This is an optimization exercise on Yosys and OpenROAD, whose aim is small area, a short achievable clock period and few clock cycles per item, not a production implementation. The RTL was checked by simulation tests, not by an equivalence proof against the original design. Power figures rest on the tool's default switching activity, not on a simulated workload.

==> design.v <==
module g2c1_pie_rx (
    input  wire         clk,
    input  wire         rst,           
    input  wire         edge_valid,
    output wire         edge_ready,
    input  wire [31:0]  edge_dur,      
    input  wire         edge_last,     
    input  wire [31:0]  rt_tol,        
    input  wire [31:0]  tr_tol,        
    output wire         res_valid,
    input  wire         res_ready,
    output wire [31:0]  res_flags,
    output wire [31:0]  res_tari,
    output wire [31:0]  res_rtcal,
    output wire [31:0]  res_trcal,
    output wire [31:0]  res_blf,
    output wire [15:0]  res_start,
    output wire [15:0]  res_end,
    output wire [6:0]   res_nbits,
    output wire [63:0]  res_bits,      
    output wire [111:0] res_fields     
);
    localparam [31:0] MAX_SYMBOL = 32'd16384000;    
    localparam [31:0] TARI_MIN   = 32'd409600;      
    localparam [31:0] TARI_MAX   = 32'd1638400;     
    localparam [1:0] P_RT = 2'd0, P_TR = 2'd1, P_DATA = 2'd2;
    localparam [2:0] S_RUN = 3'd0, S_DISP = 3'd1, S_CRC = 3'd2, S_DIV = 3'd3, S_CHK_DIV_START = 3'd6,
                     S_DIVCHK = 3'd4, S_OUT = 3'd5;
    localparam [3:0] E_NOTFOUND = 4'd2, E_SIZE = 4'd3;
    reg [2:0]  state;
    reg [15:0] idx;
    reg        sub_active;
    reg [15:0] sub_start;
    reg [15:0] sub_end;
    reg [1:0]  phase;
    reg        have_prev;
    reg [31:0] prev;
    reg        cal_ok;
    reg        trcal_ok;
    reg [31:0] tari;
    reg [31:0] rtcal;
    reg [31:0] trcal;
    reg [63:0] bits;
    reg [6:0]  nbits;
    reg        bitovf;
    wire        take = edge_valid && edge_ready;
    wire [31:0] d    = edge_dur;
    wire        gap  = (d > MAX_SYMBOL);
    wire        prev_in_tari = (prev >= TARI_MIN) && (prev <= TARI_MAX);
    wire [35:0] rt_lhs  = {3'd0, d, 1'b0} + {3'd0, rt_tol, 1'b0};             
    wire [35:0] rt_5p   = {4'd0, prev} + {2'd0, prev, 2'b00};                
    wire [35:0] rt_3p   = {4'd0, prev} + {3'd0, prev, 1'b0} + {4'd0, rt_tol};  
    wire        in_rt   = (rt_lhs >= rt_5p) && ({4'd0, d} <= rt_3p);
    wire [39:0] tr_lhs  = {8'd0, d} * 40'd10 + {8'd0, tr_tol} * 40'd10;      
    wire [39:0] tr_11r  = {8'd0, rtcal} * 40'd11;                            
    wire [35:0] tr_3r   = {4'd0, rtcal} + {3'd0, rtcal, 1'b0} + {4'd0, tr_tol};
    wire        in_tr   = (tr_lhs >= tr_11r) && ({4'd0, d} <= tr_3r);
    wire        data_bit = ({d, 1'b0} > {1'b0, rtcal});
    reg  [63:0] bits_app;
    always @(*) begin
        bits_app = bits;
        bits_app[63 - nbits[5:0]] = data_bit;
    end
    reg         m_ok;
    reg [3:0]   m_err;
    reg [2:0]   m_type;
    reg [111:0] m_fields;
    always @(*) begin
        m_ok     = 1'b0;
        m_err    = E_NOTFOUND;
        m_type   = 3'd0;
        m_fields = 112'd0;
        if (nbits == 7'd0) begin
            m_err = E_NOTFOUND;
        end else if (bits[63] == 1'b0) begin
            if (nbits < 7'd2) begin
                m_err = E_NOTFOUND;
            end else if (bits[62] == 1'b0) begin
                if (nbits < 7'd4) begin
                    m_err = E_SIZE;
                end else begin
                    m_ok   = 1'b1;
                    m_type = 3'd2;
                    m_fields[15:0] = {14'd0, bits[61:60]};
                end
            end else begin
                if (nbits < 7'd18) begin
                    m_err = E_SIZE;
                end else begin
                    m_ok   = 1'b1;
                    m_type = 3'd3;
                    m_fields[15:0] = bits[61:46];
                end
            end
        end else begin
            if (nbits < 7'd2) begin
                m_err = E_NOTFOUND;
            end else if (bits[62] == 1'b0) begin
                if (nbits < 7'd4) begin
                    m_err = E_NOTFOUND;
                end else if (bits[61:60] == 2'b00) begin
                    if (nbits < 7'd17) begin
                        m_err = E_SIZE;
                    end else begin
                        m_ok   = 1'b1;
                        m_type = 3'd0;
                        m_fields[15:0]   = {15'd0, bits[59]};
                        m_fields[31:16]  = 16'd1 << bits[58:57];
                        m_fields[47:32]  = {15'd0, bits[56]};
                        m_fields[63:48]  = {14'd0, bits[55:54]};
                        m_fields[79:64]  = {14'd0, bits[53:52]};
                        m_fields[95:80]  = {15'd0, bits[51]};
                        m_fields[111:96] = {12'd0, bits[50:47]};
                    end
                end else if (bits[61:60] == 2'b01) begin
                    if (nbits < 7'd9) begin
                        m_err = E_SIZE;
                    end else if (bits[57:55] == 3'b000 || bits[57:55] == 3'b110 ||
                                 bits[57:55] == 3'b011) begin
                        m_ok   = 1'b1;
                        m_type = 3'd1;
                        m_fields[15:0]  = {14'd0, bits[59:58]};
                        m_fields[31:16] = (bits[57:55] == 3'b000) ? 16'd0 :
                                          (bits[57:55] == 3'b110) ? 16'd1 : 16'd2;
                    end else begin
                        m_err = E_NOTFOUND;
                    end
                end else begin
                    m_err = E_NOTFOUND;
                end
            end else begin
                if (nbits < 7'd8) begin
                    m_err = E_NOTFOUND;
                end else if (bits[61:56] == 6'b000000) begin
                    m_ok   = 1'b1;
                    m_type = 3'd4;
                end else begin
                    m_err = E_NOTFOUND;
                end
            end
        end
        if (m_ok) m_err = 4'd0;
    end
    reg         r_ok;
    reg [3:0]   r_err;
    reg [2:0]   r_type;
    reg [111:0] r_fields;
    reg         r_crc_ok;
    reg         r_blf_ok;
    reg [31:0]  r_blf;
    reg [21:0]  crc_sh;
    reg [4:0]   crc;
    reg [5:0]   cnt;
    reg [38:0]  div_num;
    reg [33:0]  div_den;
    reg [33:0]  div_rem;
    reg [38:0]  div_q;
    wire       crc_fb   = crc[4] ^ crc_sh[21];
    wire [4:0] crc_next = {crc[3:0], 1'b0} ^ (crc_fb ? 5'b01001 : 5'b00000);
    wire [34:0] div_trial = {div_rem, div_num[38]};
    wire [35:0] div_diff  = {1'b0, div_trial} - {2'b00, div_den};
    wire        div_ge    = ~div_diff[35];
    assign edge_ready = (state == S_RUN);
    assign res_valid  = (state == S_OUT);
    assign res_flags  = {13'd0, r_type, 4'd0, r_err, 1'b0, 1'b0, r_crc_ok, bitovf,
                         r_blf_ok, r_ok, trcal_ok, cal_ok};
    assign res_tari   = tari;
    assign res_rtcal  = rtcal;
    assign res_trcal  = trcal;
    assign res_blf    = r_blf;
    assign res_start  = sub_start;
    assign res_end    = sub_end;
    assign res_nbits  = nbits;
    assign res_bits   = bits;
    assign res_fields = r_fields;
    always @(posedge clk) begin
        if (rst) begin
            state      <= S_RUN;
            idx        <= 16'd0;
            sub_active <= 1'b0;
            sub_start  <= 16'd0;
            sub_end    <= 16'd0;
            phase      <= P_RT;
            have_prev  <= 1'b0;
            prev       <= 32'd0;
            cal_ok     <= 1'b0;
            trcal_ok   <= 1'b0;
            tari       <= 32'd0;
            rtcal      <= 32'd0;
            trcal      <= 32'd0;
            bits       <= 64'd0;
            nbits      <= 7'd0;
            bitovf     <= 1'b0;
            cnt        <= 6'd0;
        end else begin
            case (state)
                S_RUN: begin
                    if (take) begin
                        idx <= edge_last ? 16'd0 : idx + 16'd1;
                        if (gap) begin
                            if (sub_active) state <= S_DISP;
                        end else begin
                            sub_active <= 1'b1;
                            if (!sub_active) sub_start <= idx;
                            sub_end <= idx + 16'd1;
                            have_prev <= 1'b1;
                            prev      <= d;
                            case (phase)
                                P_RT: begin
                                    if (have_prev && prev_in_tari && in_rt) begin
                                        cal_ok <= 1'b1;
                                        tari   <= prev;
                                        rtcal  <= d;
                                        phase  <= P_TR;
                                    end
                                end
                                P_TR: begin
                                    if (in_tr) begin
                                        trcal_ok <= 1'b1;
                                        trcal    <= d;
                                    end else if (nbits != 7'd64) begin
                                        bits  <= bits_app;
                                        nbits <= nbits + 7'd1;
                                    end else begin
                                        bitovf <= 1'b1;
                                    end
                                    phase <= P_DATA;
                                end
                                default: begin
                                    if (nbits != 7'd64) begin
                                        bits  <= bits_app;
                                        nbits <= nbits + 7'd1;
                                    end else begin
                                        bitovf <= 1'b1;
                                    end
                                end
                            endcase
                            if (edge_last) state <= S_DISP;
                        end
                    end
                end
                S_DISP: begin
                    r_ok     <= m_ok;
                    r_err    <= m_err;
                    r_type   <= m_type;
                    r_fields <= m_fields;
                    r_crc_ok <= 1'b0;
                    r_blf_ok <= 1'b0;
                    r_blf    <= 32'd0;
                    crc_sh   <= bits[63:42];
                    crc      <= 5'b01001;
                    cnt      <= 6'd0;
                    if (m_ok && m_type == 3'd0 && nbits >= 7'd22)
                        state <= S_CRC;
                    else if (m_ok && m_type == 3'd0)
                        state <= S_CHK_DIV_START;
                    else
                        state <= S_OUT;
                end
                S_CRC: begin
                    crc    <= crc_next;
                    crc_sh <= crc_sh << 1;
                    cnt    <= cnt + 6'd1;
                    if (cnt == 6'd21) state <= S_CHK_DIV_START;
                end
                S_CHK_DIV_START: begin
                    r_crc_ok <= (nbits >= 7'd22) && (crc == 5'd0);
                    cnt      <= 6'd0;
                    if (trcal_ok && trcal != 32'd0) begin
                        div_num <= bits[59] ? (39'd1 << 38) : (39'd1 << 35);
                        div_den <= bits[59] ? ({2'b00, trcal} + {1'b0, trcal, 1'b0}) : {2'b00, trcal};
                        div_rem <= 34'd0;
                        div_q   <= 39'd0;
                        state   <= S_DIV;
                    end else begin
                        state <= S_OUT;
                    end
                end
                S_DIV: begin
                    div_rem <= div_ge ? div_diff[33:0] : div_trial[33:0];
                    div_q   <= {div_q[37:0], div_ge};
                    div_num <= {div_num[37:0], 1'b0};
                    cnt     <= cnt + 6'd1;
                    if (cnt == 6'd38) state <= S_DIVCHK;
                end
                S_DIVCHK: begin
                    if (div_q[38:32] == 7'd0) begin
                        r_blf_ok <= 1'b1;
                        r_blf    <= div_q[31:0];
                    end
                    state <= S_OUT;
                end
                S_OUT: begin
                    if (res_ready) begin
                        state      <= S_RUN;
                        sub_active <= 1'b0;
                        phase      <= P_RT;
                        have_prev  <= 1'b0;
                        prev       <= 32'd0;
                        cal_ok     <= 1'b0;
                        trcal_ok   <= 1'b0;
                        tari       <= 32'd0;
                        rtcal      <= 32'd0;
                        trcal      <= 32'd0;
                        bits       <= 64'd0;
                        nbits      <= 7'd0;
                        bitovf     <= 1'b0;
                    end
                end
                default: state <= S_RUN;
            endcase
        end
    end
endmodule
==> run.sh <==
#!/bin/bash
# synth_recipe.tcl (not shown) runs the flow's synth.tcl, then flattens the netlist and writes it again
# the make line also repeats each setting of config.mk as NAME=value (left out here)
make -C /OpenROAD-flow-scripts/flow DESIGN_CONFIG=/design/flow/config.mk WORK_HOME=/design/flow/orfs CLKGATE_MAP_FILE= SYNTH_SCRIPT=/design/flow/synth_recipe.tcl finish
==> config.mk <==
export PLATFORM = sky130hd
export DESIGN_NAME = g2c1_pie_rx
export DESIGN_NICKNAME = g2c1_pie_rx
export VERILOG_FILES = /design/flow/design.v
export SDC_FILE = /design/flow/constraint.sdc
export NUM_CORES = 4
export LEC_CHECK = 0
export CAP_MARGIN = 20
export CORE_MARGIN = 2
export CORE_UTILIZATION = 40
export PLACE_DENSITY = 0.6
export SLEW_MARGIN = 20
==> constraint.sdc <==
create_clock -name core_clock -period 10.0 [get_ports {clk}]
set_input_delay 2.0000 -clock core_clock [delete_from_list [all_inputs] [get_ports {clk}]]
set_output_delay 2.0000 -clock core_clock [all_outputs]
set_load 0.01 [all_outputs]
==> results.py <==
metrics = {
    "global_routing": {
        "overflow": 0,
        "grt_max_degree": 84,
        "grt_usage": 0.2320,
        "grt_pass1_vias": 34370,
        "antenna_found_initial": 7,
        "grt_pass1_wl_um": 199800,
    },
    "setup_path": {
        "crit_path_end": "bits[63]$_SDFFE_PP0P_",
        "cp_max_fo": 45,
        "crit_cells": 37,
        "cpPeakStageDelay_ps": 570,
        "cp.arrival_ps": 9890,
        "critPathTopFamily": "compound AO/OA/AOI/OAI gates",
        "r2r_slack_ps": 2490,
        "cp_slowest_cell": "clkdlybuf4s50_1",
        "timing.rr.end": "bits[63]$_SDFFE_PP0P_",
        "cp_data_required_time_ps": 10520,
        "cp_num_buf_inv": 4,
        "endpoint_kind": "flip-flop",
        "critPathKind": "in -> reg",
        "rr_worst_depth": 25,
        "start_kind": "input port",
        "r2r-start": "rtcal[0]$_SDFFE_PP0P_",
        "critPathLaunch": "edge_dur[3]",
        "crit_top_cell": "a21oi_1",
    },
    "clock_tree": {
        "cts_root_buffer": "clkbuf_16",
        "post_cts_buffers": 0,
        "path_clk_slew_ps": 60,
        "cts_buffer_depth": 3,
        "clock_sinks": 470,
        "holdBufCountCts": 0,
        "cts-resized-gates": 0,
        "cts_tree": "done",
        "numCtsBuffers": 57,
        "insertion_delay_ps": 660,
        "cts.htree.levels": 2,
    },
    "floorplan": {
        "design.die.area_mm2": 0.1093,
        "start_util": 0.4042,
        "fp.coreArea_mm2": 0.1056,
        "io_pins": 478,
        "die_y_um": 330.6,
        "die_w_um": 330.6,
        "num_rows": 119,
    },
    "cells_and_area": {
        "area_delta_synth_final_pct": 16.80,
        "nets": 5957,
        "drive_gt1_frac": 0.04557,
        "filler_cell_count": 10240,
    },
    "route": {
        "dr.pass1.iters": 5,
        "drc_errors": 0,
        "met1Wirelength_um": 59630,
        "vias_per_cell": 5.536,
        "met2_length_um": 59730,
        "ant_nets": 0,
        "via_count": 36510,
        "top_layer": "met5",
        "dr.first_iter.drc_count": 2718,
        "wire_per_inst_um": 19.79,
        "routed_wl_um": 130500,
        "met3_length_um": 6757,
    },
    "placed_design": {
        "place_congestion": 0.8986,
        "dp_hpwl_um": 101800,
        "port-buffer-count": 374,
        "place_worst_setup_slack_ps": 201.0,
    },
    "timing": {
        "finalSetupViolations": 0,
        "fin_ws_ps": 632.5,
        "tns_ps": 0,
        "finalCritPeriodShare": 0.9367,
        "fin_crit_ps": 9367,
        "hold_slack_ps": 457.4,
        "worst_pin_slew_ps": 1083,
        "hold_viol": 0,
        "rsz0062_at_grt": "false",
        "fin_skew_ps": 36.71,
        "clock.fmax_mhz": 106.8,
        "relSlewSlack": 0.2754,
        "slew_violations": 0,
    },
    "min_path": {
        "worstHoldPathCells": 2,
        "hold_class": "reg -> reg",
    },
    "outcome": {
        "run_status": "timing/DRC/antenna clean",
    },
    "power_and_ir_drop": {
        "max-vdd-ir-drop_mv": 0.1308,
        "p_leak_nw": 21.99,
        "power_density_mw_per_mm2": 122.9,
    },
    "logic_synthesis": {
        "yosys_warnings": 1,
        "yosysUniqueCellTypes": 84,
        "ys.flop_type": "dfxtp_1",
        "syn_inst": 4816,
        "synth_enable_flop_cells": 208,
        "async_flop_share": 0,
        "yosysSeqAreaShare": 0.2693,
        "synth-seq-cells": 470,
        "avgSynthCellArea_um2": 8.860,
        "synth_area_mm2": 0.04267,
    },
    "run": {
        "maxCapViolCount": 0,
    },
}
==> report_power, final <==
part,internal [mW],switching (mW)
Sequential,2.03,0.00965
Combinational,0.768,1.02
Clock,1.37,0.928
Total,4.17,1.96
==> synth_stat cells, types with 15 or more instances <==
| library cell | instances | area share |
|---|---|---|
| mux2_2 | 19 | 0.0050 |
| and3_1 | 130 | 0.019 |
| clkbuf_1 | 129 | 0.011 |
| a221o_1 | 51 | 0.012 |
| mux2i_1 | 83 | 0.019 |
| and2_1 | 62 | 0.0091 |
| xnor2_1 | 190 | 0.039 |
| or2_2 | 16 | 0.0023 |
| nor2_1 | 351 | 0.031 |
| a21oi_1 | 393 | 0.046 |
| a22o_1 | 21 | 0.0043 |
| xor2_1 | 107 | 0.022 |
| buf_2 | 17 | 0.0020 |
| nor4_1 | 34 | 0.0050 |
| nand2_1 | 297 | 0.026 |
| a31oi_1 | 50 | 0.0073 |
| o21a_1 | 54 | 0.0095 |
| ha_1 | 604 | 0.18 |
| a211o_1 | 15 | 0.0031 |
| a211oi_1 | 67 | 0.012 |
| inv_1 | 322 | 0.028 |
| nor3b_1 | 47 | 0.0083 |
| buf_4 | 110 | 0.019 |
| nor2b_1 | 53 | 0.0078 |
| a21o_1 | 191 | 0.034 |
| nor3_1 | 68 | 0.0080 |
| o31ai_1 | 17 | 0.0030 |
| nand2b_1 | 44 | 0.0065 |
| o21bai_1 | 44 | 0.0077 |
| or3_1 | 20 | 0.0029 |
| o211ai_1 | 25 | 0.0044 |
| nand3_1 | 171 | 0.020 |
| dfxtp_1 | 262 | 0.12 |
| nand4_1 | 59 | 0.0087 |
| o21ai_0 | 179 | 0.021 |
| fa_1 | 100 | 0.047 |
| edfxtp_1 | 208 | 0.15 |
| nand3b_1 | 19 | 0.0033 |
==> sequential cells by signal (all words and copies together), names as in the netlist, 32 cells and up <==
| register | count |
|---|---|
| r_blf | 32 |
| div_rem | 34 |
| bits | 64 |
| div_den | 34 |
| tari | 32 |
| rtcal | 32 |
| prev | 32 |
| trcal | 32 |
| div_q | 39 |
==> worst min-delay path by stage <==
| stage | from | endpoint | slack, ps |
|---|---|---|---|
| finish | tari[14]$_SDFFE_PP0P_ | tari[14]$_SDFFE_PP0P_ | 460 |
| global placement | tari[10]$_SDFFE_PP0P_ | tari[10]$_SDFFE_PP0P_ | 450 |
| detailed placement | sub_start[14]$_SDFFE_PP0P_ | sub_start[14]$_SDFFE_PP0P_ | 450 |
| floorplan | cal_ok$_SDFFE_PP0P_ | cal_ok$_SDFFE_PP0P_ | 430 |
| CTS | tari[14]$_SDFFE_PP0P_ | tari[14]$_SDFFE_PP0P_ | 460 |
| global route | tari[12]$_SDFFE_PP0P_ | tari[12]$_SDFFE_PP0P_ | 480 |
==> cell usage in the layout (no fill, tap or decap), drive strengths merged, types with 34 or more instances in the layout <==
cell           netlist  routed
nor4                34      34
nor3                68      68
a31oi               50      50
nor2               351     351
o21a                54      54
and3               130     130
clkdlybuf4s50        0     373
o21ai              187     187
nand4               59      59
and2                62      62
nand3              171     171
ha                 604     604
xnor2              190     190
inv                322     321
nor3b               47      47
clkbuf             129      70
a221o               51      51
a211oi              68      68
a21o               191     191
fa                 100     100
edfxtp             208     208
nor2b               53      53
buf                139      70
conb                 1     103
o21bai              44      44
nand2              297     297
nand2b              44      44
dfxtp              262     262
a21oi              395     395
mux2i               83      83
xor2               107     107
==> kinds of logic (layout without fill, tap and decap cells) <==
| family | Yosys count | count (layout) | synth area share |
|---|---|---|---|
| xor gates and xnor gates | 297 | 297 | 0.06096 |
| adders and majority gates | 704 | 704 | 0.2240 |
| and+or+nand+nor | 1391 | 1391 | 0.1622 |
| AOI/OAI and AO/OA | 1260 | 1260 | 0.1957 |
| buffers and inverters | 591 | 874 | 0.06322 |
| muxes | 102 | 102 | 0.02449 |
| DFF | 470 | 470 | 0.2693 |
| other | 1 | 106 | 0.00008789 |
==> final cells by class <==
class | count | area, µm² | area share
diodes | 3 | 7.507 | 0.0001506
clock buffers | 70 | 1515 | 0.03040
clock inverters | 38 | 570.5 | 0.01145
inverters | 323 | 1214 | 0.02435
multi-input cells | 3857 | 28960 | 0.5811
flip-flops and latches | 470 | 11490 | 0.2306
well taps | 1391 | 1740 | 0.03492
repair buffers | 443 | 4334 | 0.08697
==> through the flow <==
step / instances / power [mW] / utilization / area [µm²]
floorplan: 4918 / 3.393 / - / 43050
global placement: 6483 / 3.819 / 0.4521 / 47730
detailed placement: 6483 / 3.840 / 0.4522 / 47730
CTS: 6591 / 6.168 / 0.4719 / 49820
global route: 6593 / 6.478 / 0.4721 / 49830
finish: 6595 / 6.125 / 0.4721 / 49840
==> worst min-delay path, delay by kind of cell, from the launching register on <==
kind	cells	cell delay, ps
AND/OR/NAND/NOR	1	50
flip-flops	1	300
multiplexers	1	50
==> metal layers <==
layer,vias up,track usage
li1,18040,-
met1,17300,0.3197
met2,976,0.3779
met3,189,0.02719
met4,2,0.07437
met5,-,0
Testbench counts, summed over its fixed seeds: cycles 29,970, items 1,191.

afterwards: timing with drivers on the ports:
In the flow no input, the clock included, has a driving cell. The finished layout below was timed again as built, in two steps.
Step 1 assumes that a clkbuf_16 drives the clock port and a buf_2 every other input.
Step 2 also shifts input and output timing later by t, the mid clock arrival at the registers, as if the neighbouring blocks saw the same clock.
a / b / c = ideal / step 1 / step 2; a / b = the first two.
shift t [ns]: 0.716
setup slack, ns: 0.633 / 0.669 / -0.047
worst data-port slew with drivers (ns): 0.13
With both steps, setup timing fails in this run, where it was met with ideal ports. For this run, drivers alone change the setup slack by +0.036 ns; drivers and shift together by -0.680 ns.
